From an optimization exercise on the open Yosys and OpenROAD flow, aimed at small area, a short achievable clock period and few clock cycles per item; shortcuts taken in it are not production practice. Function was checked by simulation only, so behaviour that the tests miss may differ from the original.

## design/flow/config.mk

```make
export PLATFORM = sky130hd
export DESIGN_NAME = cse_pixel
export DESIGN_NICKNAME = cse_pixel
export VERILOG_FILES = /design/flow/design.v
export SDC_FILE = /design/flow/constraint.sdc
export NUM_CORES = 4
export LEC_CHECK = 0
export CAP_MARGIN = 20
export CORE_MARGIN = 2
export CORE_UTILIZATION = 40
export SLEW_MARGIN = 20
```

## design/flow/constraint.sdc

```tcl
create_clock -name core_clock -period 95.0 [get_ports {clk}]
set_input_delay 19.0000 -clock core_clock [delete_from_list [all_inputs] [get_ports {clk}]]
set_output_delay 19.0000 -clock core_clock [all_outputs]
set_load 0.01 [all_outputs]
```

## design/flow/design.v

```verilog
module cse_tohsv (
    input  wire [7:0] a,
    input  wire [7:0] b,
    input  wire [7:0] c,
    input  wire       fwd,
    output wire [7:0] mx,
    output wire [7:0] delta,
    output wire [7:0] hb_s,     
    output wire [7:0] lb_s,
    output wire [7:0] hb_u,     
    output wire [7:0] lb_u,
    output wire [1:0] sel,      
    output wire       neg       
);
    wire [7:0] x_ab, x_ba, x_bc, x_cb, x_ca, x_ac;
    wire       g_ab, g_ba, g_bc, g_cb, g_ca, g_ac;
    cse_rca #(8) u_ab (.a(a), .b(~b), .ci(1'b0), .s(x_ab), .co(g_ab));
    cse_rca #(8) u_ba (.a(b), .b(~a), .ci(1'b0), .s(x_ba), .co(g_ba));
    cse_rca #(8) u_bc (.a(b), .b(~c), .ci(1'b0), .s(x_bc), .co(g_bc));
    cse_rca #(8) u_cb (.a(c), .b(~b), .ci(1'b0), .s(x_cb), .co(g_cb));
    cse_rca #(8) u_ca (.a(c), .b(~a), .ci(1'b0), .s(x_ca), .co(g_ca));
    cse_rca #(8) u_ac (.a(a), .b(~c), .ci(1'b0), .s(x_ac), .co(g_ac));
    wire amax = ~g_ba & ~g_ca;               
    wire bmax = ~amax & ~g_cb;               
    wire amin = ~g_ab & ~g_ac;               
    wire bmin = ~amin & ~g_bc;
    assign mx = amax ? a : bmax ? b : c;
    wire [7:0] mn = amin ? a : bmin ? b : c;
    wire [7:0] dl;
    wire       dc;
    cse_rca #(8) u_dl (.a(mx), .b(~mn), .ci(1'b1), .s(dl), .co(dc));
    assign delta = dl;
    reg [7:0] dm1;
    always @(*) begin
        if (amax)      dm1 = (amin | bmin) ? x_ab : x_ac;    
        else if (bmax) dm1 = amin ? x_ba : x_bc;
        else           dm1 = amin ? x_ca : x_cb;
    end
    wire dnz = (dl != 8'd0);
    assign hb_s = dm1 & {8{dnz}};
    assign lb_s = ~dm1 & {8{dnz}};
    wire sa = fwd ? amin : amax;
    wire sb = fwd ? bmin : bmax;
    assign sel = sa ? 2'd0 : sb ? 2'd1 : 2'd2;
    reg [7:0] am1;         
    reg       gt, lt;
    always @(*) begin
        if (sa)      begin gt = g_bc; lt = g_cb; am1 = g_bc ? x_bc : x_cb; end
        else if (sb) begin gt = g_ca; lt = g_ac; am1 = g_ca ? x_ca : x_ac; end
        else         begin gt = g_ab; lt = g_ba; am1 = g_ab ? x_ab : x_ba; end
    end
    wire anz = gt | lt;
    assign hb_u = am1 & {8{anz}};
    assign lb_u = ~am1 & {8{anz}};
    assign neg  = lt ^ fwd;
endmodule
module cse_hue (
    input  wire [1:0] sel,
    input  wire       neg,
    input  wire [7:0] u,
    output wire [7:0] h
);
    wire signed [5:0] dd = $signed({2'b00, u[3:0]}) - $signed({2'b00, u[7:4]});
    reg [4:0] rho;
    integer k;
    always @(*) begin
        rho = 5'd0;
        for (k = -15; k <= 15; k = k + 1)
            if (dd == k) rho = ((4 * k) % 17 + 17) % 17;
    end
    wire nz = (u != 8'd0);
    wire nr = neg & nz & (sel == 2'd0);
    wire ng = neg & nz & (sel != 2'd0);
    wire [4:0]  adj = ng ? ((rho == 5'd0) ? 5'd0 : 5'd17 - rho) : (5'd0 - rho);
    wire [12:0] w;
    wire        c0;
    cse_rca #(13) u_w (.a({3'b000, u, 2'b00}),
                       .b(ng ? {8'd0, adj} : {{8{adj != 5'd0}}, adj}),
                       .ci(1'b0), .s(w), .co(c0));
    wire [12:0] K = nr ? 13'd6120 : (sel == 2'd0) ? 13'd0 : (sel == 2'd1) ? 13'd2040 : 13'd4080;
    wire        sb = nr | ng;
    wire [12:0] Y;
    wire        c1;
    cse_rca #(13) u_y (.a(K), .b(sb ? ~w : w), .ci(sb), .s(Y), .co(c1));
    wire [9:0] y8 = Y[12:3];
    reg  [7:0] q3;
    reg  [1:0] r3;
    reg  [2:0] t3;
    integer j;
    always @(*) begin
        r3 = 2'd0;
        for (j = 9; j >= 0; j = j - 1) begin
            t3 = {r3, y8[j]};
            if (j < 8) q3[j] = (t3 >= 3'd3);
            r3 = (t3 >= 3'd3) ? t3 - 3'd3 : t3[1:0];
        end
    end
    assign h = (nr & (u < 8'd5)) ? 8'd0 : q3;     
endmodule
module cse_torgb_if (
    input  wire [7:0] h,
    output reg  [2:0] i,
    output wire [5:0] fq
);
    reg [8:0] base;
    always @(*) begin
        if      (h == 8'd255) begin i = 3'd0; base = 9'd510; end
        else if (h >= 8'd213) begin i = 3'd5; base = 9'd425; end
        else if (h >= 8'd170) begin i = 3'd4; base = 9'd340; end
        else if (h >= 8'd128) begin i = 3'd3; base = 9'd255; end
        else if (h >= 8'd85)  begin i = 3'd2; base = 9'd170; end
        else if (h >= 8'd43)  begin i = 3'd1; base = 9'd85;  end
        else                  begin i = 3'd0; base = 9'd0;   end
    end
    wire [8:0] us;
    wire       uc;
    cse_rca #(9) u_u (.a({h, 1'b0}), .b(~base), .ci(1'b1), .s(us), .co(uc));
    wire [6:0] uu = us[6:0];                        
    wire signed [4:0] dd = $signed({1'b0, uu[3:0]}) - $signed({2'b00, uu[6:4]});
    reg [4:0] rho;
    integer k;
    always @(*) begin
        rho = 5'd0;
        for (k = -7; k <= 15; k = k + 1)
            if (dd == k) rho = ((12 * k) % 17 + 17) % 17;
    end
    wire [5:0] y = {uu[3:0], 2'b00} + {uu[2:0], 3'b000} - {1'b0, rho};
    wire [5:0] f = y + {y[0], 5'b00000} + {y[1:0], 4'b0000};
    assign fq = i[0] ? f : 6'd59 - f;
endmodule
module cse_torgb_mul (
    input  wire [7:0]  v,
    input  wire [7:0]  s,
    input  wire [5:0]  fq,
    output wire [7:0]  pc,       
    output wire [13:0] pf,       
    output wire [6:0]  w         
);
    wire [15:0] A;
    cse_mul #(8, 8) u_a (.a(v), .b(s), .c(16'd0), .p(A));
    wire [7:0] xs;
    wire       xc;
    cse_rca #(8) u_x (.a(A[15:8]), .b(A[7:0]), .ci(1'b0), .s(xs), .co(xc));
    wire ge = xc | (&xs);                           
    wire [7:0] p1, r2;
    wire       c1, c2;
    cse_rca #(8) u_p1 (.a(A[15:8]), .b(8'd0), .ci(ge), .s(p1), .co(c1));
    cse_rca #(8) u_r2 (.a(xs), .b(8'd0), .ci(ge), .s(r2), .co(c2));
    wire [7:0] pcs;
    wire       c3;
    cse_rca #(8) u_pc (.a(p1), .b(8'd0), .ci(r2 != 8'd0), .s(pc), .co(c3));
    wire [13:0] rf;
    cse_mul #(8, 6) u_rf (.a(r2), .b(fq), .c(14'd0), .p(rf));
    wire [7:0] zs;
    wire       zc;
    cse_rca #(8) u_z (.a({2'b00, rf[13:8]}), .b(rf[7:0]), .ci(1'b0), .s(zs), .co(zc));
    wire [6:0] w1;
    wire       wc;
    cse_rca #(7) u_w (.a({1'b0, rf[13:8]}), .b(7'd58), .ci(zc), .s(w1), .co(wc));
    assign w = w1 + {6'd0, (zs != 8'd0) | zc};
    cse_mul #(8, 6) u_pf (.a(p1), .b(fq), .c(14'd0), .p(pf));
endmodule
module cse_d59 (
    input  wire [5:0] rem,
    input  wire       nb,
    output wire       q,
    output wire [5:0] ro
);
    wire [6:0] t = {rem, nb};
    assign q  = (t >= 7'd59);
    assign ro = q ? t - 7'd59 : t[5:0];
endmodule
module cse_torgb_out (
    input  wire [2:0] i,
    input  wire [7:0] v,
    input  wire [7:0] pc,
    input  wire [7:0] xq,        
    output reg  [7:0] r,
    output reg  [7:0] g,
    output reg  [7:0] b
);
    wire [7:0] p, x;
    wire       c1, c2;
    cse_rca #(8) u_p (.a(v), .b(~pc), .ci(1'b1), .s(p), .co(c1));
    cse_rca #(8) u_x (.a(v), .b(~xq), .ci(1'b1), .s(x), .co(c2));
    always @(*) begin
        case (i)
            3'd0:    begin r = v; g = x; b = p; end
            3'd1:    begin r = x; g = v; b = p; end
            3'd2:    begin r = p; g = v; b = x; end
            3'd3:    begin r = p; g = x; b = v; end
            3'd4:    begin r = x; g = p; b = v; end
            default: begin r = v; g = p; b = x; end
        endcase
    end
endmodule
module cse_rca #(parameter W = 8) (
    input  wire [W-1:0] a,
    input  wire [W-1:0] b,
    input  wire         ci,
    output reg  [W-1:0] s,
    output reg          co
);
    integer i;
    reg c;
    always @(*) begin
        c = ci;
        for (i = 0; i < W; i = i + 1) begin
            s[i] = a[i] ^ b[i] ^ c;
            c    = (a[i] & b[i]) | (a[i] & c) | (b[i] & c);
        end
        co = c;
    end
endmodule
module cse_mul #(parameter WA = 8, parameter WB = 8) (
    input  wire [WA-1:0]    a,
    input  wire [WB-1:0]    b,
    input  wire [WA+WB-1:0] c,
    output wire [WA+WB-1:0] p
);
    localparam W = WA + WB;
    reg [W-1:0] s, cc, z, ns, nc, res;
    reg cy;
    integer r, k;
    always @(*) begin
        s  = c;
        cc = {W{1'b0}};
        for (r = 0; r < WB; r = r + 1) begin
            z = {{WB{1'b0}}, a & {WA{b[r]}}} << r;
            for (k = 0; k < W; k = k + 1) begin
                ns[k] = s[k] ^ cc[k] ^ z[k];
                nc[k] = (s[k] & cc[k]) | (s[k] & z[k]) | (cc[k] & z[k]);
            end
            s  = ns;
            cc = {nc[W-2:0], 1'b0};
        end
        cy = 1'b0;
        for (k = 0; k < W; k = k + 1) begin
            res[k] = s[k] ^ cc[k] ^ cy;
            cy     = (s[k] & cc[k]) | (s[k] & cy) | (cc[k] & cy);
        end
    end
    assign p = res;
endmodule
module cse_stretch (
    input  wire [7:0] x,
    input  wire [7:0] hi,
    output wire [7:0] d,
    output wire [7:0] hb,       
    output wire [7:0] lb        
);
    assign d = (hi == 8'd0) ? 8'd255 : hi;
    wire [7:0] df;
    wire       ge;              
    cse_rca #(8) u_cmp (.a(x), .b(~d), .ci(1'b1), .s(df), .co(ge));
    wire [7:0] n = ge ? d : x;
    wire [7:0] m;
    wire       mc;
    cse_rca #(8) u_dec (.a(n), .b(8'hff), .ci(1'b0), .s(m), .co(mc));
    assign hb = m & {8{mc}};    
    assign lb = ~m & {8{mc}};
endmodule
module cse_dstep (
    input  wire [7:0] rem,
    input  wire       nb,
    input  wire [7:0] d,
    output wire       q,
    output wire [7:0] ro
);
    wire [8:0] r2 = {rem, nb};
    wire [8:0] df;
    wire       co;
    cse_rca #(9) u_sub (.a(r2), .b(~{1'b0, d}), .ci(1'b1), .s(df), .co(co));
    assign q  = co;
    assign ro = co ? df[7:0] : r2[7:0];
endmodule
module cse_pixel (
    input  wire       clk,
    input  wire       rst,
    input  wire       in_valid,
    output wire       in_ready,
    input  wire [2:0] in_op,
    input  wire [7:0] in_a,
    input  wire [7:0] in_b,
    input  wire [7:0] in_c,
    input  wire [7:0] in_k,
    input  wire [7:0] in_shi,
    input  wire [7:0] in_vhi,
    output reg        out_valid,
    input  wire       out_ready,
    output reg  [7:0] out_a,
    output reg  [7:0] out_b,
    output reg  [7:0] out_c,
    output reg  [7:0] out_k
);
    localparam OP_RGB2HSV    = 3'd0;
    localparam OP_HSV2RGB    = 3'd1;
    localparam OP_SV_STRETCH = 3'd2;
    localparam OP_ENH_FWD    = 3'd3;
    localparam OP_ENH_BWD    = 3'd4;
    reg  kv;                     
    reg  rdy;                    
    wire adv = ~kv;              
    assign in_ready = rdy;
    reg       v0;
    reg [2:0] op0;
    reg [7:0] a0, b0, c0, k0, shi0, vhi0;
    always @(posedge clk) begin
        if (adv) begin
            op0 <= in_op; a0 <= in_a; b0 <= in_b; c0 <= in_c;
            k0 <= in_k; shi0 <= in_shi; vhi0 <= in_vhi;
        end
    end
    wire fwd1 = (op0 == OP_ENH_FWD);
    wire hsv1 = (op0 == OP_RGB2HSV) | fwd1;
    wire [7:0] mx1, dl1, hbs1, lbs1, hbu1, lbu1;
    wire [1:0] sel1;
    wire       neg1;
    cse_tohsv u_hsv (
        .a(a0), .b(b0), .c(c0), .fwd(fwd1),
        .mx(mx1), .delta(dl1), .hb_s(hbs1), .lb_s(lbs1), .hb_u(hbu1), .lb_u(lbu1),
        .sel(sel1), .neg(neg1)
    );
    wire [7:0] dsa, hsa, lsa, dsb, hsb, lsb;
    cse_stretch u_sa (.x(b0), .hi((op0 == OP_SV_STRETCH) ? shi0 : 8'd0),
                      .d(dsa), .hb(hsa), .lb(lsa));
    cse_stretch u_sb (.x(c0), .hi((op0 == OP_SV_STRETCH || op0 == OP_ENH_BWD) ? vhi0 : 8'd0),
                      .d(dsb), .hb(hsb), .lb(lsb));
    wire [2:0] i1;
    wire [5:0] fq1;
    cse_torgb_if u_if (.h(a0), .i(i1), .fq(fq1));
    wire [7:0] da1 = hsv1 ? mx1  : dsa;
    wire [7:0] ha1 = hsv1 ? hbs1 : hsa;
    wire [7:0] la1 = hsv1 ? lbs1 : lsa;
    wire [7:0] db1 = hsv1 ? dl1  : dsb;
    wire [7:0] hb1 = hsv1 ? hbu1 : hsb;
    wire [7:0] lb1 = hsv1 ? lbu1 : lsb;
    wire [8:0] x1  = hsv1 ? {6'd0, neg1, sel1} : {i1, fq1};
    wire [7:0] ra1a, ra1b, ra1c, rb1a, rb1b, rb1c;
    wire       qa17, qa16, qa15, qb17, qb16, qb15;
    cse_dstep u_a7 (.rem(ha1),  .nb(la1[7]), .d(da1), .q(qa17), .ro(ra1a));
    cse_dstep u_a6 (.rem(ra1a), .nb(la1[6]), .d(da1), .q(qa16), .ro(ra1b));
    cse_dstep u_a5 (.rem(ra1b), .nb(la1[5]), .d(da1), .q(qa15), .ro(ra1c));
    cse_dstep u_b7 (.rem(hb1),  .nb(lb1[7]), .d(db1), .q(qb17), .ro(rb1a));
    cse_dstep u_b6 (.rem(rb1a), .nb(lb1[6]), .d(db1), .q(qb16), .ro(rb1b));
    cse_dstep u_b5 (.rem(rb1b), .nb(lb1[5]), .d(db1), .q(qb15), .ro(rb1c));
    reg       v1;
    reg [2:0] op1;
    reg [7:0] k1, da2, ra2, db2, rb2;
    reg [4:0] la2, lb2;
    reg [2:0] qa2, qb2;
    reg [8:0] x2;
    always @(posedge clk) begin
        if (adv) begin
            op1 <= op0; k1 <= k0; x2 <= x1;
            da2 <= da1; ra2 <= ra1c; la2 <= la1[4:0]; qa2 <= {qa17, qa16, qa15};
            db2 <= db1; rb2 <= rb1c; lb2 <= lb1[4:0]; qb2 <= {qb17, qb16, qb15};
        end
    end
    wire [7:0] ra [0:5];
    wire [7:0] rb [0:5];
    wire [4:0] qa5, qb5;
    assign ra[0] = ra2;
    assign rb[0] = rb2;
    genvar j;
    generate for (j = 0; j < 5; j = j + 1) begin : g_s2
        cse_dstep u_sa (.rem(ra[j]), .nb(la2[4-j]), .d(da2), .q(qa5[4-j]), .ro(ra[j+1]));
        cse_dstep u_sb (.rem(rb[j]), .nb(lb2[4-j]), .d(db2), .q(qb5[4-j]), .ro(rb[j+1]));
    end endgenerate
    reg       v2;
    reg [2:0] op2;
    reg [7:0] k2, da3, db3, qa, qb;
    reg [8:0] x3;
    always @(posedge clk) begin
        if (adv) begin
            op2 <= op1; k2 <= k1; x3 <= x2;
            da3 <= da2; qa <= {qa2, qa5};
            db3 <= db2; qb <= {qb2, qb5};
        end
    end
    wire       dz3  = (db3 == 8'd0);
    wire       fw3  = (op2 == OP_ENH_FWD);
    wire       hsv3 = (op2 == OP_RGB2HSV) | fw3;
    wire [7:0] hue3;
    cse_hue u_hue (.sel(x3[1:0]), .neg(x3[2]), .u(qb), .h(hue3));
    wire [7:0]  pc3;
    wire [13:0] pf3;
    wire [6:0]  w3;
    cse_torgb_mul u_mul (.v(qb), .s(qa), .fq(x3[5:0]), .pc(pc3), .pf(pf3), .w(w3));
    reg       v3;
    reg [2:0] op3;
    reg [7:0] fv4, fp4, fk4;
    reg [13:0] fn4;
    reg [6:0] fw4;
    reg [2:0] fi4;
    always @(posedge clk) begin
        if (adv) begin
            op3 <= op2;
            fi4 <= x3[8:6];
            fw4 <= w3;
            if (hsv3) begin
                fv4 <= dz3 ? 8'd0 : hue3;
                fp4 <= dz3 ? 8'd0 : fw3 ? 8'd255 : qa;
                fn4 <= {6'd0, fw3 ? db3 : da3};
                fk4 <= fw3 ? ~da3 : 8'd0;
            end else begin
                fv4 <= qb;
                fp4 <= pc3;
                fn4 <= pf3;
                fk4 <= k2;
            end
        end
    end
    wire [13:0] n4;
    wire        nc4;
    cse_rca #(14) u_n (.a(fn4), .b({7'd0, fw4}), .ci(1'b0), .s(n4), .co(nc4));
    wire [5:0] r59 [0:8];
    wire [7:0] xq4;
    assign r59[0] = n4[13:8];
    generate for (j = 0; j < 8; j = j + 1) begin : g_59
        cse_d59 u_d (.rem(r59[j]), .nb(n4[7-j]), .q(xq4[7-j]), .ro(r59[j+1]));
    end endgenerate
    wire [2:0] op4 = op3;
    wire [7:0] fv5 = fv4, fp5 = fp4, fk5 = fk4;
    wire [2:0] fi5 = fi4;
    wire [7:0] fx5 = fn4[7:0];
    wire       v4r = v3;
    wire [7:0] rr5, rg5, rb5;
    cse_torgb_out u_out (.i(fi5), .v(fv5), .pc(fp5), .xq(xq4),
                         .r(rr5), .g(rg5), .b(rb5));
    wire [7:0] er, eg, eb;
    wire       cr, cg, cb;
    cse_rca #(8) u_er (.a(~rr5), .b(~fk5), .ci(1'b1), .s(er), .co(cr));
    cse_rca #(8) u_eg (.a(~rg5), .b(~fk5), .ci(1'b1), .s(eg), .co(cg));
    cse_rca #(8) u_eb (.a(~rb5), .b(~fk5), .ci(1'b1), .s(eb), .co(cb));
    reg [31:0] res;
    always @(*) begin
        case (op4)
            OP_RGB2HSV, OP_ENH_FWD:    res = {fv5, fp5, fx5, fk5};
            OP_HSV2RGB, OP_SV_STRETCH: res = {rr5, rg5, rb5, 8'd0};
            OP_ENH_BWD: res = {er & {8{cr}}, eg & {8{cg}}, eb & {8{cb}}, 8'd0};
            default:    res = 32'd0;
        endcase
    end
    reg [31:0] skid;
    always @(posedge clk) begin
        if (rst) begin
            v0 <= 1'b0; v1 <= 1'b0; v2 <= 1'b0; v3 <= 1'b0;
            out_valid <= 1'b0; kv <= 1'b0; rdy <= 1'b1;
        end else begin
            if (adv) begin
                v0 <= in_valid; v1 <= v0; v2 <= v1; v3 <= v2;
            end
            if (kv) begin
                if (out_ready) begin
                    out_valid <= 1'b1;
                    kv <= 1'b0;
                    rdy <= 1'b1;
                end
            end else if (out_ready || !out_valid) begin
                out_valid <= v4r;
            end else if (v4r) begin
                kv <= 1'b1;
                rdy <= 1'b0;
            end
        end
    end
    always @(posedge clk) begin
        if (kv) begin
            if (out_ready) {out_a, out_b, out_c, out_k} <= skid;
        end else if (out_ready || !out_valid) begin
            {out_a, out_b, out_c, out_k} <= res;
        end else begin
            skid <= res;
        end
    end
endmodule
```

## design/flow/run.sh

```bash
#!/bin/bash
# synth_recipe.tcl (not shown) runs the flow's synth.tcl, then flattens the netlist and writes it again
# the make line also repeats each setting of config.mk as NAME=value (left out here)
make -C /OpenROAD-flow-scripts/flow DESIGN_CONFIG=/design/flow/config.mk WORK_HOME=/design/flow/orfs CLKGATE_MAP_FILE= SYNTH_SCRIPT=/design/flow/synth_recipe.tcl finish
```

==> reports/qor.log, run 1 <==
INFO  critical_path  timing.critical_path.arrival=1.55ns
INFO  critical_path  critPathBufInv=1
INFO  drt            first_iter_violations=1,202
INFO  global_route   grt_max_degree=118
INFO  drt            vias=19.5k
INFO  drt            remaining_drc_errors=0
INFO  final_layout   final_layout_size_suffix_gt1_share=7.24%
INFO  min_path       hold_class=flop to flop
INFO  drt            drtAntennaViolNets=0
INFO  cts            clock-sinks=293
INFO  global_route   gr-usage-all-layers=18.2%
INFO  final_layout   diodes=0
INFO  final_layout   mostFrequentLayoutCells=337 x fa_1, 323 x inv_1, 286 x edfxtp_1
INFO  synthesis      synthArstFlopShare=0%
INFO  critical_path  cpMaxStageDelayCell=clkdlybuf4s50_1
INFO  global_route   grt_remaining_overflow=0
INFO  critical_path  timing.critical_path.depth=1
INFO  critical_path  ff2ff_path_depth=65
INFO  cts            ctsResizeCount=0
INFO  cts            tritoncts=yes
INFO  placement      post-place-ws=74.39ns
INFO  floorplanning  floorplan.io_pins=89
INFO  synthesis      post_synth.cell_area_avg=10.8um^2
INFO  synthesis      number_of_flops_mapped_to_enable_cells_by_yosys=286
INFO  run_status     outcome=complete, no violations
INFO  sta            final_period_minus_worst_setup_slack=20.55ns
INFO  floorplanning  floorplan.die.height=270um
INFO  global_route   number_of_antenna_violations_at_the_first_check_in_global_routing=0
INFO  sta            max_slew_margin=32.2%
INFO  min_path       hold-path-cell-count=0
INFO  synthesis      synth_cells=2,615
INFO  flow_run       cap_viol_max_count=0
INFO  floorplanning  fp.dieW=270um
INFO  synthesis      syn-cell-area=0.0283mm^2
INFO  synthesis      seq_area_frac_synth=30.9%
INFO  placement      number_of_buffers_inserted_by_port_buffering=88
INFO  synthesis      ys_types=101
INFO  floorplanning  floorplan.initialDensity=40.4%
INFO  synthesis      yosys_warnings=12
INFO  critical_path  cp-start-kind=flop
INFO  critical_path  critPathCaptureType=primary output
INFO  floorplanning  core_area=0.0700mm^2
INFO  critical_path  timing.critical_path.max_delay_family=buffers and inverters
INFO  sta            setup-violations-final=0
INFO  synthesis      synth.mux.area_fraction=7.21%
INFO  sta            finalMaxSlewViolations=0
INFO  drt            route.final.wire_length=65,100um
INFO  sta            period_share=21.6%
INFO  critical_path  crit_required=76.00ns
INFO  drt            routedWlPerCell=18.0um
INFO  sta            postLayoutSetupSlackWorst=74.45ns
INFO  synthesis      synth-adder-area-share=31.0%
INFO  drt            route.detailed.vias_per_inst=5.38
INFO  cts            cts-buffers-inserted=31
INFO  final_layout   flow.area_growth_from_synthesis=10.1%
INFO  synthesis      yosys_most_used_dff=edfxtp_1
INFO  synthesis      synth_compound_area_share=11.8%
INFO  floorplanning  core.rowCount=97
INFO  cts            cts_buffer_depth=3
INFO  cts            htreeDepth=1
INFO  sta            timing.fmax=48.7MHz
INFO  cts            post-cts-setup-buffer-count=0
INFO  sta            fin_skew=0.0167ns
INFO  cts            cts_root_buf=clkbuf_16
INFO  critical_path  critical_path.max_stage_delay=0.57ns
INFO  drt            drtPass1Iterations=8
INFO  synthesis      synth-simple-area-share=10.9%
INFO  sta            setup_total_negative_slack=0ns
INFO  critical_path  critical_path.cell_chain=clkdlybuf4s50_1
INFO  sta            unrepaired_setup_endpoints_after_global_routing=false
INFO  final_layout   fin_area=0.0311mm^2
INFO  cts            holdBufCountCts=0
INFO  final_layout   finalNetCount=3,188
INFO  final_layout   mostFrequentLayoutCell=fa_1
INFO  synthesis      post_syn_nets=3,148
INFO  synthesis      synth_top_family_by_area=adder cells
INFO  sta            worst-slew-pin-transition=1.02ns
INFO  cts            clkSlewWorstSetupHoldPaths=0.07ns
INFO  floorplanning  dieArea=0.0728mm^2
INFO  placement      finalWeightedCongestion=0.926
INFO  global_route   via_count_of_the_first_global_routing_pass=20.1k
INFO  critical_path  max_fo_critical_path=4
INFO  sta            finalHoldViolCount=0
INFO  synthesis      synth-seq-cells=293
INFO  placement      place_hpwl=52,700um
INFO  cts            worstSkewPairLatency=0.58ns
INFO  global_route   grt_pass1_wl=108,000um
INFO  synthesis      yosys.area_share.xor_xnor=2.32%
INFO  placement      place_area=0.0301mm^2
INFO  critical_path  crit_type=flop to primary output
-- flip-flops by register name, summed over array words and instances (netlist names), 9 cells and up --
signal  cells
fn4        14
skid       32
x2          9
x3          9
-- cells by family after synthesis --
family	after synthesis
AND/OR/NAND/NOR	620
AO/OA/AOI/OAI	503
adder cells (fa/ha/maj)	503
buffers and inverters	435
flip-flops	293
multiplexers	187
XOR/XNOR	74
-- cells in the mapped netlist (all sizes together) (25+ instances only) --
| master | count | area (um^2) |
|---|---|---|
| a211oi | 28 | 278 |
| a21oi | 126 | 646 |
| a22oi | 27 | 203 |
| and2 | 105 | 657 |
| buf | 26 | 124 |
| clkbuf | 80 | 300 |
| edfxtp | 286 | 8590 |
| fa | 337 | 6750 |
| ha | 141 | 1760 |
| inv | 327 | 1230 |
| maj3 | 25 | 251 |
| mux2 | 63 | 709 |
| mux2i | 118 | 1190 |
| nand2 | 208 | 783 |
| nor2 | 134 | 508 |
| nor2b | 32 | 200 |
| nor3 | 28 | 145 |
| o21ai | 145 | 733 |
| xnor2 | 47 | 419 |
| xor2 | 27 | 236 |
-- cell type report --
type | count | area, um^2
fillers | 6566 | 38900
multi-input cells | 1887 | 17900
flip-flops and latches | 293 | 8730
inverters | 329 | 1240
well taps | 940 | 1180
repair buffers | 113 | 1070
clock buffers | 37 | 798
clock inverters | 21 | 226
-- final timing paths --
path | end | slack, ns | start
max | out_valid | 74.45 | out_valid$_SDFFE_PP0P_
min | op2[2]$_DFFE_PN_ | 0.42 | op1[2]$_DFFE_PN_
max reg2reg | fw4[6]$_DFFE_PN_ | 76.66 | qb[7]$_DFFE_PN_
min reg2reg | op2[2]$_DFFE_PN_ | 0.42 | op1[2]$_DFFE_PN_
-- stage by stage --
stage	util, %	instances	hold WS, ns
finish	44.5	3620	0.415
global route	44.5	3620	0.421
CTS	44.5	3620	0.420
detailed placement	43.0	3562	0.405
global placement	43.0	3562	0.406
floorplan	-	2615	0.400
-- metal layers --
metal,track usage (%),wire (um),vias to the layer above
li1,-,-,9141
met1,22.9,27400,9811
met2,32.9,33400,423
met3,1.79,2180,103
met4,5.44,2150,0
met5,0,0,-
Testbench counts, summed over its fixed seeds: cycles 32,040, items 32,000.
==> run 2: changes to the inputs <==
--- a/design/flow/config.mk
+++ b/design/flow/config.mk
@@ -5,7 +5,10 @@
 export SDC_FILE = /design/flow/constraint.sdc
 export NUM_CORES = 4
 export LEC_CHECK = 0
+export ABC_AREA = 1
 export CAP_MARGIN = 20
 export CORE_MARGIN = 2
 export CORE_UTILIZATION = 40
+export CTS_BUF_LIST = sky130_fd_sc_hd__clkbuf_4 sky130_fd_sc_hd__clkbuf_8
+export CTS_CLUSTER_SIZE = 20
 export SLEW_MARGIN = 20
==> reports/qor.log, run 2 <==
INFO  critical_path  critPathBufInv=1
INFO  sta            worst-slew-pin-transition=1.03ns
INFO  global_route   via_count_of_the_first_global_routing_pass=20.5k
INFO  final_layout   mostFrequentLayoutCells=651 x nand2_1, 570 x inv_1, 337 x fa_1
INFO  synthesis      ys_types=66
INFO  final_layout   flow.area_growth_from_synthesis=10.6%
INFO  critical_path  timing.critical_path.arrival=1.52ns
INFO  drt            drtAntennaViolNets=0
INFO  cts            worstSkewPairLatency=0.64ns
INFO  floorplanning  floorplan.die.height=269um
INFO  synthesis      synthArstFlopShare=0%
INFO  critical_path  max_fo_critical_path=3
INFO  global_route   gr-usage-met1=25.5%
INFO  placement      number_of_buffers_inserted_by_port_buffering=88
INFO  sta            fin_hold_ws=0.416ns
INFO  sta            setup_total_negative_slack=0ns
INFO  synthesis      number_of_flops_mapped_to_enable_cells_by_yosys=286
INFO  final_layout   final_layout_size_suffix_gt1_share=5.93%
INFO  cts            tritoncts=yes
INFO  placement      dp_cells=4,036
INFO  synthesis      synth_cells=3,068
INFO  cts            post-cts-setup-buffer-count=0
INFO  drt            first_iter_violations=1,269
INFO  global_route   gr-usage-all-layers=19.4%
INFO  critical_path  ff2ff_path_depth=65
INFO  critical_path  critPathCaptureType=primary output
INFO  sta            final_period_minus_worst_setup_slack=20.52ns
INFO  sta            fin_skew=0.0447ns
INFO  final_layout   mostFrequentLayoutCell=nand2_1
INFO  drt            routedWlPerCell=16.2um
INFO  drt            vias=20.6k
INFO  final_layout   final-instance-count-excl-fill=4,126
INFO  floorplanning  floorplan.io_pins=89
INFO  final_layout   diodes=0
INFO  final_layout   layout.filler_cells=6,846
INFO  synthesis      yosys_most_used_dff=edfxtp_1
INFO  critical_path  cpMaxStageDelayCell=clkdlybuf4s50_1
INFO  critical_path  critical_path.cell_chain=clkdlybuf4s50_1
INFO  synthesis      yosysMostFrequentCell=nand2_1
INFO  final_layout   fin_area=0.0310mm^2
INFO  cts            clock-sinks=293
INFO  placement      place_area=0.0300mm^2
INFO  flow_run       cap_viol_max_count=0
INFO  floorplanning  core_area=0.0698mm^2
INFO  global_route   top_usage_layer=met2
INFO  final_layout   finalNetCount=3,683
INFO  sta            max_slew_margin=30.5%
INFO  cts            cts_root_buf=clkbuf_8
INFO  critical_path  timing.critical_path.max_delay_family=buffers and inverters
INFO  floorplanning  floorplan.initialDensity=40.2%
INFO  sta            finalHoldViolCount=0
INFO  min_path       hold-path-cell-count=0
INFO  drt            drtPass1Iterations=5
INFO  critical_path  crit_required=76.00ns
INFO  critical_path  cp-start-kind=flop
INFO  global_route   grt_remaining_overflow=0
INFO  synthesis      syn-cell-area=0.0281mm^2
INFO  synthesis      post_synth.cell_area_avg=9.15um^2
INFO  final_layout   top_regs=skid: 32 flops, fn4: 14 flops
INFO  cts            htreeDepth=2
INFO  final_layout   final_core_occ=44.5%
INFO  synthesis      post_syn_nets=3,601
INFO  min_path       hold_class=flop to flop
INFO  synthesis      synth_top_cell_by_area=edfxtp_1
INFO  global_route   grt_max_degree=136
INFO  sta            period_share=21.6%
INFO  synthesis      synth_common_cells=651 x nand2_1, 570 x inv_1, 337 x fa_1
INFO  global_route   grt_pass1_wl=111,000um
INFO  critical_path  timing.critical_path.depth=1
INFO  floorplanning  fp.dieW=269um
INFO  critical_path  critical_path.max_stage_delay=0.55ns
INFO  synthesis      synth_largest_type_area_fraction=30.6%
INFO  synthesis      synth-seq-cells=293
INFO  cts            clkSlewWorstSetupHoldPaths=0.06ns
INFO  critical_path  crit_type=flop to primary output
INFO  synthesis      synth_area_leaders=edfxtp_1 31%, fa_1 24%, nand2_1 8.7%, inv_1 7.6%, ha_1 6.3%
INFO  cts            cts-buffers-inserted=52
INFO  sta            setup-violations-final=0
INFO  synthesis      seq_area_frac_synth=31.1%
INFO  floorplanning  core.rowCount=97
INFO  cts            holdBufCountCts=0
INFO  cts            ctsResizeCount=0
INFO  cts            cts_buffer_depth=3
INFO  global_route   grtUsageMet2=33.5%
INFO  sta            unrepaired_setup_endpoints_after_global_routing=false
INFO  final_layout   max_flop_register=skid
INFO  drt            route.final.wire_length=66,800um
INFO  floorplanning  dieArea=0.0723mm^2
INFO  global_route   number_of_antenna_violations_at_the_first_check_in_global_routing=0
INFO  synthesis      yosys_warnings=12
INFO  sta            timing.fmax=48.7MHz
INFO  placement      place_hpwl=53,200um
INFO  placement      finalWeightedCongestion=0.922
INFO  sta            finalMaxSlewViolations=0
INFO  global_route   grt_util_met3=2.13%
INFO  final_layout   largest_register_ff_count=32
INFO  run_status     outcome=complete, no violations
INFO  drt            remaining_drc_errors=0
INFO  drt            route.detailed.vias_per_inst=4.99
## run 2: changes by cell type after synthesis, sizes merged, moves of 32 or more
cell	change
nor2	+90
nand3	+84
inv	+258
nor2b	-32
and2	-99
mux2i	-66
mux2	-61
o21ai	+39
nand2	+469
## run 2: cells by family after synthesis
logic type / count (synthesis) / share of synthesized area [%]
AO/OA/AOI/OAI: 435 / 9.27
buffers and inverters: 673 / 9.06
AND/OR/NAND/NOR: 1062 / 15.8
flip-flops: 293 / 31.1
adder cells (fa/ha/maj): 488 / 30.7
multiplexers: 54 / 1.93
XOR/XNOR: 63 / 2.13
## run 2: worst paths after layout
| kind | startpoint | to | slack (ns) |
|---|---|---|---|
| worst max register to register | b0[0]$_DFFE_PN_ | ra2[1]$_DFFE_PN_ | 76.40 |
| worst min register to register | k1[7]$_DFFE_PN_ | k2[7]$_DFFE_PN_ | 0.42 |
| worst min-delay path | k1[7]$_DFFE_PN_ | k2[7]$_DFFE_PN_ | 0.42 |
| worst max-delay path | out_valid$_SDFFE_PP0P_ | out_valid | 74.48 |
## run 2: layout make-up
type	instances	area, um^2	share of cell area (%)
timing repair buffer	110	1050	3.37
tap	940	1180	3.79
sequential	293	8730	28.1
clock inverter	25	215	0.694
inverter	591	2230	7.17
multi-input combinational	2102	16800	54.2
clock buffer	65	820	2.64
## run 2: per-stage QoR
step	setup slack (ns)
finish	74.48
global route	74.42
CTS	74.43
detailed placement	74.58
global placement	74.56
floorplan	74.02
## run 2: metal layers
metal | vias to the layer above | wire length [um]
met5 | - | 0
met4 | 0 | 2200
met3 | 118 | 2810
met2 | 515 | 32400
met1 | 9893 | 29300
li1 | 10045 | -
==> run 3: changes to the inputs <==
--- a/design/flow/design.v
+++ b/design/flow/design.v
@@ -304,11 +304,11 @@
     assign in_ready = rdy;
     reg       v0;
     reg [2:0] op0;
-    reg [7:0] a0, b0, c0, k0, shi0, vhi0;
+    reg [7:0] a0, b0, c0, ks0, vhi0;
     always @(posedge clk) begin
         if (adv) begin
-            op0 <= in_op; a0 <= in_a; b0 <= in_b; c0 <= in_c;
-            k0 <= in_k; shi0 <= in_shi; vhi0 <= in_vhi;
+            op0 <= in_op; a0 <= in_a; b0 <= in_b; c0 <= in_c; vhi0 <= in_vhi;
+            ks0 <= (in_op == OP_ENH_BWD) ? in_k : in_shi;
         end
     end
     wire fwd1 = (op0 == OP_ENH_FWD);
@@ -322,7 +322,7 @@
         .sel(sel1), .neg(neg1)
     );
     wire [7:0] dsa, hsa, lsa, dsb, hsb, lsb;
-    cse_stretch u_sa (.x(b0), .hi((op0 == OP_SV_STRETCH) ? shi0 : 8'd0),
+    cse_stretch u_sa (.x(b0), .hi((op0 == OP_SV_STRETCH) ? ks0 : 8'd0),
                       .d(dsa), .hb(hsa), .lb(lsa));
     cse_stretch u_sb (.x(c0), .hi((op0 == OP_SV_STRETCH || op0 == OP_ENH_BWD) ? vhi0 : 8'd0),
                       .d(dsb), .hb(hsb), .lb(lsb));
@@ -344,36 +344,39 @@
     cse_dstep u_b7 (.rem(hb1),  .nb(lb1[7]), .d(db1), .q(qb17), .ro(rb1a));
     cse_dstep u_b6 (.rem(rb1a), .nb(lb1[6]), .d(db1), .q(qb16), .ro(rb1b));
     cse_dstep u_b5 (.rem(rb1b), .nb(lb1[5]), .d(db1), .q(qb15), .ro(rb1c));
+    wire pass1 = (op0 == OP_HSV2RGB) | (op0 == OP_ENH_BWD);
     reg       v1;
     reg [2:0] op1;
-    reg [7:0] k1, da2, ra2, db2, rb2;
+    reg [7:0] da2, ra2, db2, rb2;
     reg [4:0] la2, lb2;
     reg [2:0] qa2, qb2;
     reg [8:0] x2;
     always @(posedge clk) begin
         if (adv) begin
-            op1 <= op0; k1 <= k0; x2 <= x1;
-            da2 <= da1; ra2 <= ra1c; la2 <= la1[4:0]; qa2 <= {qa17, qa16, qa15};
+            op1 <= op0; x2 <= x1;
+            da2 <= pass1 ? ks0 : da1; ra2 <= ra1c; la2 <= la1[4:0]; qa2 <= {qa17, qa16, qa15};
             db2 <= db1; rb2 <= rb1c; lb2 <= lb1[4:0]; qb2 <= {qb17, qb16, qb15};
         end
     end
     wire [7:0] ra [0:5];
     wire [7:0] rb [0:5];
     wire [4:0] qa5, qb5;
+    wire       pass2 = (op1 == OP_HSV2RGB) | (op1 == OP_ENH_BWD);
+    wire [7:0] dae2  = da2 | {8{pass2}};
     assign ra[0] = ra2;
     assign rb[0] = rb2;
     genvar j;
     generate for (j = 0; j < 5; j = j + 1) begin : g_s2
-        cse_dstep u_sa (.rem(ra[j]), .nb(la2[4-j]), .d(da2), .q(qa5[4-j]), .ro(ra[j+1]));
+        cse_dstep u_sa (.rem(ra[j]), .nb(la2[4-j]), .d(dae2), .q(qa5[4-j]), .ro(ra[j+1]));
         cse_dstep u_sb (.rem(rb[j]), .nb(lb2[4-j]), .d(db2), .q(qb5[4-j]), .ro(rb[j+1]));
     end endgenerate
     reg       v2;
     reg [2:0] op2;
-    reg [7:0] k2, da3, db3, qa, qb;
+    reg [7:0] da3, db3, qa, qb;
     reg [8:0] x3;
     always @(posedge clk) begin
         if (adv) begin
-            op2 <= op1; k2 <= k1; x3 <= x2;
+            op2 <= op1; x3 <= x2;
             da3 <= da2; qa <= {qa2, qa5};
             db3 <= db2; qb <= {qb2, qb5};
         end
@@ -407,7 +410,7 @@
                 fv4 <= qb;
                 fp4 <= pc3;
                 fn4 <= pf3;
-                fk4 <= k2;
+                fk4 <= da3;          
             end
         end
     end
--- a/design/flow/config.mk
+++ b/design/flow/config.mk
@@ -9,6 +9,6 @@
 export CAP_MARGIN = 20
 export CORE_MARGIN = 2
 export CORE_UTILIZATION = 40
-export CTS_BUF_LIST = sky130_fd_sc_hd__clkbuf_4 sky130_fd_sc_hd__clkbuf_8
-export CTS_CLUSTER_SIZE = 20
+export CTS_CLUSTER_DIAMETER = 150
+export CTS_CLUSTER_SIZE = 30
 export SLEW_MARGIN = 20
==> reports/qor.log, run 3 <==
INFO  cts            post-cts-setup-buffer-count=0
INFO  synthesis      synth_area_leaders=edfxtp_1 29%, fa_1 24%, nand2_1 9.1%, inv_1 8.1%, ha_1 6.4%
INFO  synthesis      yosysMostFrequentCell=nand2_1
INFO  synthesis      syn-cell-area=0.0276mm^2
INFO  critical_path  timing.critical_path.max_delay_family=buffers and inverters
INFO  critical_path  r2r-end=ra2[0]$_DFFE_PN_
INFO  sta            fin_skew=0.0154ns
INFO  run_status     outcome=complete, no violations
INFO  critical_path  cpMaxStageDelayCell=clkdlybuf4s50_1
INFO  critical_path  cp-start-kind=flop
INFO  final_layout   mostFrequentLayoutCells=667 x nand2_1, 591 x inv_1, 337 x fa_1
INFO  sta            period_share=21.6%
INFO  cts            htreeDepth=1
INFO  cts            tritoncts=yes
INFO  drt            remaining_drc_errors=0
INFO  synthesis      synth_common_cells=667 x nand2_1, 592 x inv_1, 337 x fa_1
INFO  sta            setup-violations-final=0
INFO  synthesis      synth_compound_area_share=9.37%
INFO  sta            postLayoutSetupSlackWorst=74.51ns
INFO  final_layout   flow.area_growth_from_synthesis=8.09%
INFO  floorplanning  floorplan.initialDensity=40.3%
INFO  synthesis      synth-seq-cells=269
INFO  final_layout   layout.filler_cells=6,647
INFO  synthesis      ys_types=63
INFO  placement      dp_cells=3,996
INFO  synthesis      synth_top_family_by_area=adder cells
INFO  drt            routedWlPerCell=16.1um
INFO  global_route   gr-usage-all-layers=18.9%
INFO  synthesis      seq_area_frac_synth=29.1%
INFO  critical_path  timing.critical_path.arrival=1.49ns
INFO  final_layout   final_layout_size_suffix_gt1_share=4.34%
INFO  cts            cts_root_buf=clkbuf_16
INFO  synthesis      number_of_flops_mapped_to_enable_cells_by_yosys=262
INFO  synthesis      synth-simple-area-share=16.6%
INFO  drt            vias=20.2k
INFO  floorplanning  floorplan.io_pins=89
INFO  synthesis      post_syn_nets=3,617
INFO  drt            drtPass1Iterations=6
INFO  final_layout   largest_register_ff_count=32
INFO  synthesis      synthArstFlopShare=0%
INFO  final_layout   max_flop_register=skid
INFO  drt            drtAntennaViolNets=0
INFO  sta            unrepaired_setup_endpoints_after_global_routing=false
INFO  sta            final_period_minus_worst_setup_slack=20.49ns
INFO  drt            first_iter_violations=1,601
INFO  sta            max_slew_margin=31.2%
INFO  placement      finalWeightedCongestion=0.960
INFO  final_layout   top_regs=skid: 32 flops, fn4: 14 flops
INFO  final_layout   mostFrequentLayoutCell=nand2_1
INFO  min_path       hold-path-cell-count=0
INFO  critical_path  max_fo_critical_path=3
INFO  min_path       timing.hold.worst.start=x2[8]$_SDFFCE_PP0N_
INFO  final_layout   multi_input_comb_area=0.0170mm^2
INFO  min_path       worst_hold_path.endpoint=x3[8]$_DFFE_PN_
INFO  cts            clock-sinks=269
INFO  min_path       hold_class=flop to flop
INFO  cts            worstSkewPairLatency=0.52ns
INFO  critical_path  timing.reg2reg.setup_slack=76.28ns
INFO  synthesis      synth_top_cell_by_area=edfxtp_1
INFO  sta            finalMaxSlewViolations=0
INFO  synthesis      synth-adder-area-share=31.3%
INFO  floorplanning  floorplan.die.height=266um
INFO  critical_path  ff2ff_path_depth=62
INFO  sta            finalHoldViolCount=0
INFO  critical_path  critical_path.max_stage_delay=0.56ns
INFO  floorplanning  core.rowCount=96
INFO  placement      place_hpwl=52,900um
INFO  synthesis      post_synth.cell_area_avg=8.93um^2
INFO  cts            cts-buffers-inserted=13
INFO  critical_path  critPathCaptureType=primary output
INFO  floorplanning  core_area=0.0683mm^2
INFO  global_route   grt_pass1_wl=107,000um
INFO  critical_path  critical_path.cell_chain=clkdlybuf4s50_1
INFO  sta            worst-slew-pin-transition=1.03ns
INFO  final_layout   finalNetCount=3,662
INFO  final_layout   sequential_cell_area=0.00801mm^2
INFO  critical_path  crit-reg2reg-launch=b0[0]$_DFFE_PN_
INFO  placement      number_of_buffers_inserted_by_port_buffering=88
INFO  floorplanning  fp.dieW=266um
INFO  floorplanning  dieArea=0.0710mm^2
INFO  sta            setup_total_negative_slack=0ns
INFO  placement      post-place-ws=74.50ns
INFO  flow_run       cap_viol_max_count=0
INFO  drt            route.detailed.vias_per_inst=5.03
INFO  critical_path  critPathBufInv=1
INFO  synthesis      yosys_warnings=12
INFO  synthesis      synth.mux.area_fraction=1.97%
INFO  critical_path  crit_required=76.00ns
INFO  sta            timing.fmax=48.8MHz
INFO  cts            cts_buffer_depth=3
INFO  drt            route.final.wire_length=64,500um
INFO  synthesis      yosys_most_used_dff=edfxtp_1
INFO  synthesis      yosys.area_share.xor_xnor=2.32%
INFO  global_route   grt_remaining_overflow=0
INFO  cts            ctsResizeCount=0
INFO  critical_path  crit_type=flop to primary output
INFO  final_layout   final-instance-count-excl-fill=4,016
INFO  synthesis      synth_largest_type_area_fraction=28.6%
INFO  global_route   number_of_antenna_violations_at_the_first_check_in_global_routing=0
INFO  cts            holdBufCountCts=0
INFO  synthesis      synth_cells=3,084
INFO  global_route   grt_max_degree=88
INFO  cts            clkSlewWorstSetupHoldPaths=0.12ns
INFO  global_route   via_count_of_the_first_global_routing_pass=20.3k
## run 3: changes by cell type in the layout (fill, tap and decap cells not counted), sizes merged, moves of 6 or more
cell	change
clkbuf	-49
edfxtp	-24
nand2	+24
a21oi	-17
inv	+17
o21ai	+17
clkinv	-15
mux2i	-9
mux2	+8
nand3	+7
xor2	+7
buf	-6
xnor2	-6
## run 3: cell type report
cell class / count / share of cell area [%]
Multi-Input combinational cell: 2133 / 57.1
Sequential cell: 269 / 26.9
Inverter: 608 / 7.69
Tap cell: 882 / 3.71
Timing Repair Buffer: 104 / 3.36
Clock buffer: 16 / 1.13
Clock inverter: 3 / 0.139
Antenna cell: 1 / 0.00840
## run 3: stage by stage
stage               hold WS, ns  utilization, %  cell area [um^2]
floorplan                 0.400               -             27600
global placement          0.400            43.0             29400
detailed placement        0.405            43.0             29400
CTS                       0.432            43.6             29800
global route              0.440            43.6             29800
finish                    0.431            43.6             29800
## run 3: kinds of logic after synthesis
family                     count (synthesis)
and+or+nand+nor                         1092
xor gates and xnor gates                  64
AOI/OAI and AO/OA                        434
adders and majority gates                490
muxes                                     53
buffers and inverters                    682
DFF                                      269
## run 3: how the worst max path moves through the flow
stage / slack [ns] / end / from / cells past startpoint
3_5_place_dp: 74.50 / skid[10]$_DFFE_PP_ / out_ready / 5
3_3_place_gp: 74.50 / skid[11]$_DFFE_PP_ / out_ready / 5
2_1_floorplan: 74.03 / rdy$_SDFFE_PP1P_ / out_ready / 6
6_report: 74.51 / out_valid / out_valid$_SDFFE_PP0P_ / 1
4_1_cts: 74.47 / out_valid / out_valid$_SDFFE_PP0P_ / 1
5_1_grt: 74.43 / out_valid / out_valid$_SDFFE_PP0P_ / 1
## run 3: metal layers
layer | track usage (%) | vias up | wire, um
met5 | 0 | - | 0
met4 | 5.57 | 0 | 2150
met3 | 1.64 | 94 | 2080
met2 | 33.0 | 423 | 31600
met1 | 25.0 | 9732 | 28600
li1 | - | 9948 | -
Testbench counts of run 3, summed over its fixed seeds: cycles 32,040, items 32,000.
==> run 4: changes to the inputs <==
==> design/flow/flow/run.sh (new file) <==
#!/bin/bash
# The standard layout, except that the buffers put on the input and
# output ports are buf_2 cells (the flow's default picks a delay buffer).
# Runs in the work folder; the make output goes to standard.log, and ORFS
# keeps each step's log under orfs/logs.
set -euo pipefail
echo 'export BUFFER_PORTS_ARGS = -buffer_cell sky130_fd_sc_hd__buf_2' >> config.mk
bash standard.sh > standard.log 2>&1
==> design/flow/standard.sh (new file) <==
#!/bin/bash
# synth_recipe.tcl (not shown) runs the flow's synth.tcl, then flattens the netlist and writes it again
# the make line also repeats each setting of config.mk as NAME=value (left out here)
make -C /OpenROAD-flow-scripts/flow DESIGN_CONFIG=/design/flow/config.mk WORK_HOME=/design/flow/orfs CLKGATE_MAP_FILE= SYNTH_SCRIPT=/design/flow/synth_recipe.tcl "${@:-finish}"
--- a/design/flow/config.mk
+++ b/design/flow/config.mk
@@ -12,3 +12,4 @@
 export CTS_CLUSTER_DIAMETER = 150
 export CTS_CLUSTER_SIZE = 30
 export SLEW_MARGIN = 20
+export BUFFER_PORTS_ARGS = -buffer_cell sky130_fd_sc_hd__buf_2
removed: design/flow/run.sh
==> reports/qor.log, run 4 <==
INFO  run_status     outcome=complete, no violations
INFO  sta            finalHoldViolCount=0
INFO  critical_path  critPathCaptureType=primary output
INFO  critical_path  critPathBufInv=1
INFO  critical_path  timing.reg2reg.setup_slack=76.26ns
INFO  floorplanning  core_area=0.0683mm^2
INFO  critical_path  timing.critical_path.depth=1
INFO  cts            holdBufCountCts=0
INFO  critical_path  crit_required=76.00ns
INFO  global_route   grt_max_degree=95
INFO  cts            post-cts-setup-buffer-count=0
INFO  synthesis      seq_area_frac_synth=29.1%
INFO  final_layout   mostFrequentLayoutCell=nand2_1
INFO  synthesis      synth-seq-cells=269
INFO  sta            timing.fmax=49.8MHz
INFO  synthesis      yosys_most_used_dff=edfxtp_1
INFO  synthesis      number_of_flops_mapped_to_enable_cells_by_yosys=262
INFO  global_route   via_count_of_the_first_global_routing_pass=20.0k
INFO  sta            max_slew_margin=30.8%
INFO  global_route   grt_pass1_wl=106,000um
INFO  drt            drtPass1Iterations=6
INFO  drt            route.final.wire_length=64,300um
INFO  critical_path  cpMaxStageDelayCell=dfxtp_1
INFO  critical_path  timing.critical_path.max_delay_family=flip-flops
INFO  synthesis      post_syn_nets=3,617
INFO  final_layout   finalNetCount=3,662
INFO  final_layout   mostFrequentLayoutCells=667 x nand2_1, 591 x inv_1, 337 x fa_1
INFO  final_layout   diodes=0
INFO  sta            unrepaired_setup_endpoints_after_global_routing=false
INFO  synthesis      synth_top_cell_by_area=edfxtp_1
INFO  floorplanning  fp.dieW=266um
INFO  floorplanning  dieArea=0.0710mm^2
INFO  synthesis      yosysMostFrequentCell=nand2_1
INFO  cts            clkSlewWorstSetupHoldPaths=0.11ns
INFO  cts            cts_root_buf=clkbuf_16
INFO  cts            cts_buffer_depth=3
INFO  synthesis      yosys_warnings=12
INFO  placement      place_hpwl=52,600um
INFO  sta            final_period_minus_worst_setup_slack=20.07ns
INFO  drt            remaining_drc_errors=0
INFO  floorplanning  floorplan.die.height=266um
INFO  cts            clock-sinks=269
INFO  synthesis      synth_cells=3,084
INFO  final_layout   sequential_cell_area=0.00801mm^2
INFO  flow_run       cap_viol_max_count=0
INFO  final_layout   max_flop_register=skid
INFO  min_path       hold_class=flop to flop
INFO  final_layout   final_layout_size_suffix_gt1_share=7.18%
INFO  global_route   number_of_antenna_violations_at_the_first_check_in_global_routing=0
INFO  final_layout   top_regs=skid: 32 flops, fn4: 14 flops
INFO  final_layout   fin_area=0.0294mm^2
INFO  critical_path  ff2ff_path_depth=62
INFO  sta            fin_hold_ws=0.428ns
INFO  sta            setup-violations-final=0
INFO  final_layout   multi_input_comb_area=0.0170mm^2
INFO  drt            vias=20.2k
INFO  cts            tritoncts=yes
INFO  drt            routedWlPerCell=16.0um
INFO  critical_path  critical_path.max_stage_delay=0.40ns
INFO  sta            fin_skew=0.0205ns
INFO  placement      place_area=0.0290mm^2
INFO  critical_path  max_fo_critical_path=3
INFO  global_route   gr-usage-all-layers=18.7%
INFO  synthesis      ys_types=63
INFO  sta            finalMaxSlewViolations=0
INFO  final_layout   flow.area_growth_from_synthesis=6.53%
INFO  critical_path  critical_path.cell_chain=buf_2
INFO  min_path       hold-path-cell-count=0
INFO  critical_path  cp-start-kind=flop
INFO  placement      number_of_buffers_inserted_by_port_buffering=88
INFO  critical_path  crit_type=flop to primary output
INFO  synthesis      synth_common_cells=667 x nand2_1, 592 x inv_1, 337 x fa_1
INFO  drt            first_iter_violations=1,421
INFO  placement      finalWeightedCongestion=0.981
INFO  final_layout   layout.filler_cells=6,703
INFO  synthesis      synth_largest_type_area_fraction=28.6%
INFO  synthesis      syn-cell-area=0.0276mm^2
INFO  cts            htreeDepth=1
INFO  synthesis      synth_area_leaders=edfxtp_1 29%, fa_1 24%, nand2_1 9.1%, inv_1 8.1%, ha_1 6.4%
INFO  sta            worst-slew-pin-transition=1.03ns
INFO  floorplanning  floorplan.initialDensity=40.3%
INFO  floorplanning  core.rowCount=96
INFO  drt            drtAntennaViolNets=0
INFO  global_route   grt_remaining_overflow=0
INFO  critical_path  timing.critical_path.arrival=1.07ns
INFO  sta            setup_total_negative_slack=0ns
INFO  cts            ctsResizeCount=0
INFO  sta            period_share=21.1%
INFO  drt            route.detailed.vias_per_inst=5.03
INFO  final_layout   largest_register_ff_count=32
INFO  floorplanning  floorplan.io_pins=89
INFO  cts            worstSkewPairLatency=0.52ns
INFO  synthesis      post_synth.cell_area_avg=8.93um^2
INFO  synthesis      synthArstFlopShare=0%
INFO  cts            cts-buffers-inserted=13
## run 4: cell families after synthesis
group | Yosys count | share of synthesized area [%]
AOI/OAI and AO/OA | 434 | 9.37
xor gates and xnor gates | 64 | 2.32
adders and majority gates | 490 | 31.3
buffers and inverters | 682 | 9.30
DFF | 269 | 29.1
muxes | 53 | 1.97
and+or+nand+nor | 1092 | 16.6
## run 4: final timing paths
path                                              from               end
worst min-delay path                  qb2[2]$_DFFE_PN_   qb[7]$_DFFE_PN_
worst max register to register         b0[0]$_DFFE_PN_  ra2[3]$_DFFE_PN_
worst max-delay path            out_valid$_SDFFE_PP0P_         out_valid
worst min register to register        qb2[2]$_DFFE_PN_   qb[7]$_DFFE_PN_
## run 4: layer usage
metal / track usage, % / vias up / wire, um
met5: 0 / - / 0
met3: 1.70 / 117 / 2870
met4: 6.67 / 0 / 2640
met1: 24.7 / 9651 / 28100
li1: - / 9946 / -
met2: 32.1 / 500 / 30700
## run 4: final cells by class
type                    count  share of cell area (%)
clock buffers              18                    1.17
clock inverters             2                   0.141
inverters                 608                    7.80
multi-input cells        2133                    57.9
flip-flops and latches    269                    27.3
well taps                 882                    3.76
repair buffers            104                    1.91
## run 4: stage by stage
| step | instances | utilization [%] | setup WS [ns] |
|---|---|---|---|
| 2_1_floorplan | 3084 | - | 74.03 |
| 3_3_place_gp | 3996 | 42.4 | 74.83 |
| 3_5_place_dp | 3996 | 42.4 | 74.83 |
| 4_1_cts | 4016 | 42.9 | 74.90 |
| 5_1_grt | 4016 | 42.9 | 74.87 |
| 6_report | 4016 | 42.9 | 74.93 |

## static timing again, ports no longer ideal
In the flow no input, the clock included, has a driving cell. The finished layouts below were timed again as built, in two steps.
Step 1 assumes that a clkbuf_16 drives the clock port and a buf_2 every other input.
Step 2 moves the port delays by t, midway between the first and last clock arrival at a register: inputs arrive t later, outputs are due t later. That takes back most of the time a late clock gives input paths.
a / b / c = no drivers / after step 1 / after step 2; a / b = the first two.
run	shift t [ns]	setup WS [ns]	worst setup path after step 2	worst slew at a driven data input, ns
run 1	0.627	74.452 / 74.397 / 74.389	input to register	0.04
run 2	0.676	74.480 / 74.424 / 74.543	input to register	0.04
run 3	0.564	74.513 / 74.458 / 74.504	input to register	0.03
run 4	0.568	74.930 / 74.870 / 74.851	input to register	0.03
After both steps every run listed still meets setup and hold. For run 4, which loses most, drivers alone change the setup slack by -0.060 ns; drivers and shift together by -0.079 ns.
